This is an optimization exercise on Yosys and OpenROAD, whose aim is small area, a short achievable clock period and few clock cycles per item, not a production implementation.
Function was checked by simulation only, so behaviour that the tests miss may differ from the original.
Power is estimated from default activity; no workload was simulated.

Design pwm_engine, start of the top module:
module pwm_engine (
    input             clk,
    input             rst,         
    input             bus_valid,
    input             bus_write,
    input      [3:0]  bus_addr,    
    input      [1:0]  bus_size,    
    input      [31:0] bus_wdata,
    output            bus_ready,
    output     [31:0] bus_rdata,
    output            bus_err,
    output            ev_valid,
    output     [3:0]  ev_kind,
    output     [7:0]  ev_tmr,
    output     [2:0]  ev_ch,
    output     [31:0] ev_data,
    input             ev_ready
);
Size in the first run: roughly 11000 cells after synthesis, ~2300 flip-flops, ~130 I/O pins, ~0.14 mm^2 of cells after synthesis.
==> flow/config.mk <==
export PLATFORM = sky130hd
export DESIGN_NAME = pwm_engine
export DESIGN_NICKNAME = pwm_engine
export VERILOG_FILES = /design/flow/design.v
export SDC_FILE = /design/flow/constraint.sdc
export NUM_CORES = 4
export LEC_CHECK = 0
export CAP_MARGIN = 20
export CORE_MARGIN = 2
export CORE_UTILIZATION = 40
export CTS_CLUSTER_DIAMETER = 60
export CTS_CLUSTER_SIZE = 30
export SLEW_MARGIN = 20
==> flow/constraint.sdc <==
create_clock -name core_clock -period 25.0 [get_ports {clk}]
set_input_delay 5.0000 -clock core_clock [delete_from_list [all_inputs] [get_ports {clk}]]
set_output_delay 5.0000 -clock core_clock [all_outputs]
set_load 0.01 [all_outputs]
standard.sh (not shown) runs the stock make flow with config.mk's settings and CLKGATE_MAP_FILE= SYNTH_SCRIPT=/design/flow/synth_recipe.tcl, a recipe that flattens the netlist after the stock synthesis.
==> flow/flow/run.sh <==
#!/bin/bash
# The standard layout (the standard.sh, standard synthesis unchanged), with
# ORFS's repair_timing asked to leave SETUP_SLACK_MARGIN ns of setup slack at
# the design's clock, so that the paths it achieves are optimised below it,
# and plain buffers (resizable) as the port buffers.
set -uo pipefail
MARGIN=14
if ! bash standard.sh synth > synth.log 2>&1; then tail -40 synth.log; exit 1; fi
if ! bash standard.sh SETUP_SLACK_MARGIN=$MARGIN "BUFFER_PORTS_ARGS=-buffer_cell sky130_fd_sc_hd__buf_4" finish > layout.log 2>&1; then tail -40 layout.log; exit 1; fi
Testbench counts at the start, summed over its fixed seeds: cycles 24,050, commands 3,712.
Edit:
- CTS_CLUSTER_DIAMETER: 60 -> 150
- CTS_CLUSTER_SIZE: 30 -> 22
The new run went through all stages and came out clean.
Worst setup slack barely changes.
Final area falls slightly.
Clock power falls by a quarter to a third.
Sequential cell count is unchanged.
Via count falls slightly.
Wire length barely changes.
Clock skew is about the same.
Power falls by a few percent.
Area after synthesis stays the same.
Sequential power stays flat.
Edit:
- CTS_CLUSTER_DIAMETER: 150 -> unset
- CTS_CLUSTER_SIZE: 22 -> unset
Result:
- total power climbs by 9.2%
- setup slack degrades by 13 ps
- clock power climbs by 64%
- non-clock buffer count climbs by 2
- final area climbs by 2.9%
- critical path depth stays the same
- final cell count climbs by 1.5%
- die area does not change
- routed wire length climbs by 0.52%
- via count climbs by 1.1%
- synthesized cell count stays the same

== lane 1 ==
Another version of the RTL of pwm_engine (not shown whole).
Size in the first run: roughly 12000 cells after synthesis, ~2300 flip-flops, roughly 130 I/O pins, roughly 0.14 mm2 of cells after synthesis.
export LEC_CHECK = 0
export CAP_MARGIN = 20
export CORE_MARGIN = 2
export CORE_UTILIZATION = 60
export SLEW_MARGIN = 20
create_clock -name core_clock -period 25.0 [get_ports {clk}]
Scripts as last shown in full above: flow/flow/run.sh
Testbench counts of lane 1, summed over its fixed seeds: cycles 24,060, commands 3,712.
### lane 1 -> lane 2
Settings: CORE_UTILIZATION now 40, was 60.
==> run notes <==
Looking at the reports, lane 2 completed the entire flow and the layout it produced met the timing, DRC and antenna checks.
Post-layout worst setup margin sits higher in lane 2 than in lane 1.
Lane 2 and lane 1 ended up with nearly the same final worst clock skew.
Between lane 2 and lane 1, it is lane 2 whose worst setup slack after placement is higher, by 960 ps.

Setup of JK:
Another version of the RTL of pwm_engine (not shown whole).
Size in the first run: about 130 I/O pins.
==> flow/config.mk <==
export PLATFORM = sky130hd
export DESIGN_NAME = pwm_engine
export DESIGN_NICKNAME = pwm_engine
export VERILOG_FILES = /design/flow/design.v
export SDC_FILE = /design/flow/constraint.sdc
export NUM_CORES = 4
export LEC_CHECK = 0
export CAP_MARGIN = 20
export CORE_MARGIN = 2
export CORE_UTILIZATION = 40
export CTS_BUF_LIST = sky130_fd_sc_hd__clkbuf_4 sky130_fd_sc_hd__clkbuf_8
export SLEW_MARGIN = 20
==> flow/constraint.sdc <==
create_clock -name core_clock -period 25.0 [get_ports {clk}]
set_input_delay 5.0000 -clock core_clock [delete_from_list [all_inputs] [get_ports {clk}]]
set_output_delay 5.0000 -clock core_clock [all_outputs]
set_load 0.01 [all_outputs]
Scripts as last shown in full above: flow/flow/run.sh
Both conditions hold for JK: the flow ran to the end and the final layout passed the timing, DRC and antenna checks.
Testbench counts of JK, summed over its fixed seeds: cycles 24,060, commands 3,712.
## Diff of input files: MS against JK
Settings: CTS_BUF_LIST removed (was sky130_fd_sc_hd__clkbuf_4 sky130_fd_sc_hd__clkbuf_8).
## What came out
JK and MS ended up with nearly the same sequential power.
From MS to JK, number of port buffers did not move at all.
From JK to MS the numbers moved as follows: count of clock-net buffers in the final layout went down; final layout net count went down by 1.1%.
Against JK, MS comes in 0.04 ns higher on critical path's largest stage delay.
Comparing JK and MS, the lower routed wire length was measured on MS.
Row routed via count: MS lower / JK higher
Non-filler instance count after layout on MS is down relative to JK.
Re setup slack: MS is 0.010 ns up on JK.
MS -> JK: switching power flat

[separate check: timing with driven ports]
No port has a modelled driver above. Below, the same layouts with a new extraction and two added sets of constraints.
Step 1 sets driving cells, clkbuf_16 on the clock port and buf_2 on the other inputs (assumed; they add their load-dependent delay and slew).
Step 2 also shifts input and output timing later by t, the mid clock arrival at the registers, as if the neighbouring blocks saw the same clock.
Three values: no drivers, after step 1, after step 2; two values: the first two.
run | shift t [ns] | setup WS [ns] | hold WS [ns] | worst setup path after step 2 | clock arrival spread, ns
the first run of note 1 | 0.980 | 13.735 / 13.298 / 13.298 | 0.413 / 0.413 / 0.413 | input to output | 0.055 / 0.055
the second run of note 1 | 1.023 | 13.735 / 13.234 / 13.234 | 0.421 / 0.421 / 0.421 | input to output | 0.059 / 0.059
the third run of note 1 | 1.024 | 13.722 / 13.341 / 13.341 | 0.413 / 0.413 / 0.413 | input to output | 0.094 / 0.093
lane 1 | 1.043 | 13.727 / 13.380 / 13.380 | 0.418 / 0.418 / 0.418 | input to output | 0.140 / 0.140
lane 2 | 1.062 | 13.818 / 13.349 / 13.349 | 0.440 / 0.440 / 0.440 | input to output | 0.134 / 0.135
JK | 1.173 | 13.692 / 13.411 / 13.411 | 0.453 / 0.453 / 0.453 | input to output | 0.069 / 0.070
MS | 1.030 | 13.703 / 13.473 / 13.473 | 0.458 / 0.458 / 0.458 | input to output | 0.076 / 0.075
After both steps every run listed still meets setup and hold. For the second run of note 1, which loses most, drivers alone change the setup slack by -0.501 ns; drivers and shift together by -0.501 ns.
